What follows belongs to an exercise in optimizing a design on an open flow for small area, a short achievable clock period and few clock cycles per item; a production flow would make more cautious choices.
Power figures rest on the tool's default switching activity, not on a simulated workload.

==> flow/design.v <==
module mm_muldiv (
    input  wire        clk,
    input  wire        rst,       
    input  wire        start,     
    input  wire [1:0]  op,
    input  wire [23:0] a_in,
    input  wire [23:0] l_in,
    input  wire [23:0] m_in,
    output wire        busy,
    output wire        done,      
    output wire [23:0] a_out,
    output wire [23:0] l_out,
    output wire        err
);
    localparam OP_SMP = 2'd1;
    localparam OP_MPM = 2'd2;
    localparam OP_DIV = 2'd3;
    localparam PH_MUL  = 3'd1;    
    localparam PH_CHK  = 3'd2;    
    localparam PH_PRE  = 3'd3;    
    localparam PH_DIV  = 3'd4;    
    localparam PH_FIX  = 3'd5;    
    localparam PH_DEN  = 3'd6;    
    reg        busy_r;
    reg [2:0]  ph;
    reg [5:0]  cnt;        
    reg [3:0]  k2;         
    reg        mf;         
    reg        ovf;        
    reg        dz;         
    reg        sgn_q;      
    reg        sgn_r;      
    reg [22:0] mr;         
    reg [23:0] r;          
    reg [23:0] q;          
    reg        c_one;      
    reg        c_two;      
    reg        c_neg;      
    reg        c_xdiv;     
    reg        c_shr;      
    reg        c_hold;     
    reg        c_rot;      
    reg        done_r;
    reg        f_fix;      
    reg        den_r;      
    wire       fin_now = f_fix & !r[23] & !den_r;
    assign busy = busy_r & !fin_now;
    assign done = done_r | fin_now;
    wire        is_div  = (op == OP_DIV);
    wire        is_smp  = (op == OP_SMP);
    wire        m_zero  = (m_in[22:0] == 23'd0);
    wire        ld_dz   = is_div & m_zero;
    wire [23:0] r_load  = is_div ? {1'b0, (m_zero ? l_in[22:0] : a_in[22:0])} : 24'd0;
    wire [23:0] q_load  = is_smp ? {15'd0, a_in[22:14]} :
                          (is_div & !m_zero) ? {l_in[0], 1'b0, l_in[22:1]} :
                          {1'b0, a_in[22:0]};
    wire [22:0] m_load  = is_smp ? {4'd0, m_in[22:14], 10'd0} : m_in[22:0];
    wire        neg   = c_neg;
    wire [25:0] y_mag = ({26{c_one}} & {3'd0, mr}) | ({26{c_two}} & {2'd0, mr, 1'b0});
    wire [25:0] y     = y_mag ^ {26{neg}};
    wire [25:0] x     = c_xdiv ? {r[23], r, q[22]} : {{2{r[23]}}, r};
    wire [25:0] t     = x + y + {25'd0, neg};
    wire        tneg  = t[23];         
    wire        qin   = c_rot ? q[23] : (!ovf & !tneg);
    always @(posedge clk) begin
        if (!busy) begin
            r     <= r_load;
            q     <= q_load;
            mr    <= m_load;
            k2    <= 4'd0;
            den_r <= 1'b0;
            mf    <= !op[0];
            ovf   <= 1'b0;
            dz    <= ld_dz;
            sgn_q <= (op == OP_MPM) ? 1'b0 : (ld_dz ? a_in[23] : a_in[23] ^ m_in[23]);
            sgn_r <= is_div & (m_zero ? l_in[23] : a_in[23]);
        end else begin
            if (c_shr) begin
                r <= t[25:2];
                q <= {t[1:0], q[23:2]};
            end else begin
                r <= t[23:0];
                if (!c_hold)
                    q <= {q[22:0], qin};
            end
            if (ph == PH_PRE && mr[22:21] == 2'b00) begin
                mr    <= {mr[20:0], 2'b00};
                k2    <= k2 + 4'd1;
                den_r <= 1'b1;
            end
            if (ph == PH_CHK)
                ovf <= !tneg;
        end
    end
    function [2:0] booth;    
        input b1, b0, bm;
        booth = {b0 ^ bm, (b1 & !b0 & !bm) | (!b1 & b0 & bm), b1};
    endfunction
    wire [2:0] dig_load = booth(q_load[1], q_load[0], 1'b0);
    wire [2:0] dig_next = booth(q[3], q[2], q[1]);
    wire       last     = (cnt == 6'd0);
    wire       den_next = den_r;
    always @(posedge clk) begin
        if (!busy) begin
            {c_one, c_two, c_neg} <= is_div ? 3'b101 : dig_load;
            c_xdiv <= 1'b0;
            c_shr  <= !is_div;
            c_hold <= 1'b0;
            c_rot  <= 1'b1;
        end else begin
            case (ph)
                PH_MUL: begin
                    {c_one, c_two, c_neg} <= dig_next;
                    c_xdiv <= 1'b0;
                    c_shr  <= 1'b1;
                    c_hold <= 1'b0;
                    c_rot  <= 1'b0;
                end
                PH_CHK: begin
                    {c_one, c_two, c_neg} <= {2'b10, !tneg};
                    c_xdiv <= tneg;
                    c_shr  <= 1'b0;
                    c_hold <= 1'b0;
                    c_rot  <= !tneg;
                end
                PH_PRE: begin
                    {c_one, c_two, c_neg} <= {2'b10, !tneg};
                    c_xdiv <= last;
                    c_shr  <= 1'b0;
                    c_hold <= 1'b0;
                    c_rot  <= !last;
                end
                PH_DIV: begin
                    {c_one, c_two, c_neg} <= last ? {tneg, 2'b00} : {2'b10, !tneg};
                    c_xdiv <= !last;
                    c_shr  <= 1'b0;
                    c_hold <= last;
                    c_rot  <= 1'b0;
                end
                default: begin    
                    {c_one, c_two, c_neg} <= 3'b000;
                    c_xdiv <= 1'b0;
                    c_shr  <= 1'b1;
                    c_hold <= 1'b1;
                    c_rot  <= 1'b0;
                end
            endcase
        end
    end
    always @(posedge clk) begin
        if (!busy) begin
            cnt <= is_smp ? 6'd4 : 6'd11;
        end else begin
            cnt <= cnt - 6'd1;
            case (ph)
                PH_CHK: cnt <= {5'b01011, !tneg};
                PH_PRE: if (last) cnt <= 6'd22 + {1'b0, k2, 1'b0};
                PH_FIX: cnt <= {2'b00, k2} - 6'd1;
                default: ;
            endcase
        end
    end
    always @(posedge clk) begin
        if (rst) begin
            busy_r <= 1'b0;
            done_r <= 1'b0;
            ph     <= 3'd0;
            f_fix  <= 1'b0;
        end else begin
            done_r <= 1'b0;
            f_fix  <= busy_r && ph == PH_DIV && last;
            if (!busy) begin
                busy_r <= start & !ld_dz;
                done_r <= start & ld_dz;
                ph     <= (!start | ld_dz) ? 3'd0 : is_div ? PH_CHK : PH_MUL;
            end else begin
                case (ph)
                    PH_CHK: ph <= tneg ? PH_DIV : PH_PRE;
                    PH_PRE: if (last) ph <= PH_DIV;
                    PH_DIV: if (last) ph <= PH_FIX;
                    PH_FIX: begin
                        if (den_next)
                            ph <= PH_DEN;
                        else begin
                            busy_r <= 1'b0;
                            ph     <= 3'd0;
                            done_r <= 1'b1;      
                        end
                    end
                    default: if (last) begin    
                        busy_r <= 1'b0;
                        done_r <= 1'b1;
                        ph     <= 3'd0;
                    end
                endcase
            end
        end
    end
    assign a_out = {sgn_q, mf ? {r[21:0], q[23]} : (ovf ? 23'h7FFFFF : q[22:0])};
    assign l_out = {sgn_r & (dz | (r[22:0] != 23'd0)), mf ? q[22:0] : r[22:0]};
    assign err   = ovf | dz;
endmodule
Settings: LEC_CHECK=0, ABC_AREA=1, CAP_MARGIN=20, CORE_MARGIN=2, CORE_UTILIZATION=40, SETUP_SLACK_MARGIN=2.2, SLEW_MARGIN=20; clock period 5.0 ns.
standard.sh (not shown) runs the stock make flow with config.mk's settings and CLKGATE_MAP_FILE= SYNTH_SCRIPT=/design/flow/synth_recipe.tcl, a recipe that flattens the netlist after the stock synthesis.
==> flow/flow/run.sh <==
#!/bin/bash
set -euo pipefail
bash standard.sh "BUFFER_PORTS_ARGS=-buffer_cell sky130_fd_sc_hd__buf_1" finish > standard_flow.log 2>&1
The baseline completed with no timing, DRC or antenna violations.
Edit:
==> flow/flow/run.sh (replaced) <==
#!/bin/bash
set -euo pipefail
bash standard.sh "BUFFER_PORTS_ARGS=-buffer_cell sky130_fd_sc_hd__buf_1" "ADDER_MAP_FILE=" finish > standard_flow.log 2>&1
--- a/flow/config.mk
+++ b/flow/config.mk
@@ -10,4 +10,4 @@
 export CORE_MARGIN = 2
 export CORE_UTILIZATION = 40
-export SETUP_SLACK_MARGIN = 2.2
+export SETUP_SLACK_MARGIN = 2.0
 export SLEW_MARGIN = 20
Core utilization is lower by 5.5 points.
Total power is lower by 12%.
Non-clock buffer count drops by 31.
Routed wire length is about the same.
Via count rose by 5.5%.
Die area rose by 4.8%.
Global-route usage came out lower by 0.44 points.
Synthesized area increases by 4.9%.
Clock-buffer cell count is unchanged.
Setup slack loses 0.23 ns.
Function was not checked in any run of this note: the RTL went through the layout flow alone.

[re-timing with driven ports]
Ports are ideal in the flow. The routed layouts listed here were re-timed in OpenROAD. Step 1 (the two cells are an assumption about what drives the block):
set clk [get_ports {clk}]
set_driving_cell -lib_cell sky130_fd_sc_hd__clkbuf_16 $clk
set_driving_cell -lib_cell sky130_fd_sc_hd__buf_2 [delete_from_list [all_inputs] $clk]
Step 2 also shifts input and output timing later by t, the mid clock arrival at the registers, as if the neighbouring blocks saw the same clock. a / b / c = ideal / step 1 / step 2; a / b = the first two.
run | t (ns) | setup WS [ns] | latest minus earliest clock arrival (ns) | slew at the worst register clock pin (ns)
the first run | 0.408 | 2.205 / 2.157 / 2.084 | 0.015 / 0.015 | 0.08 / 0.08
the second run | 0.406 | 1.978 / 1.930 / 1.897 | 0.016 / 0.016 | 0.08 / 0.08
After both steps every run listed still meets setup and hold. The setup slack of the first run, which loses most, moves by -0.048 ns with the drivers and by -0.121 ns with both steps.
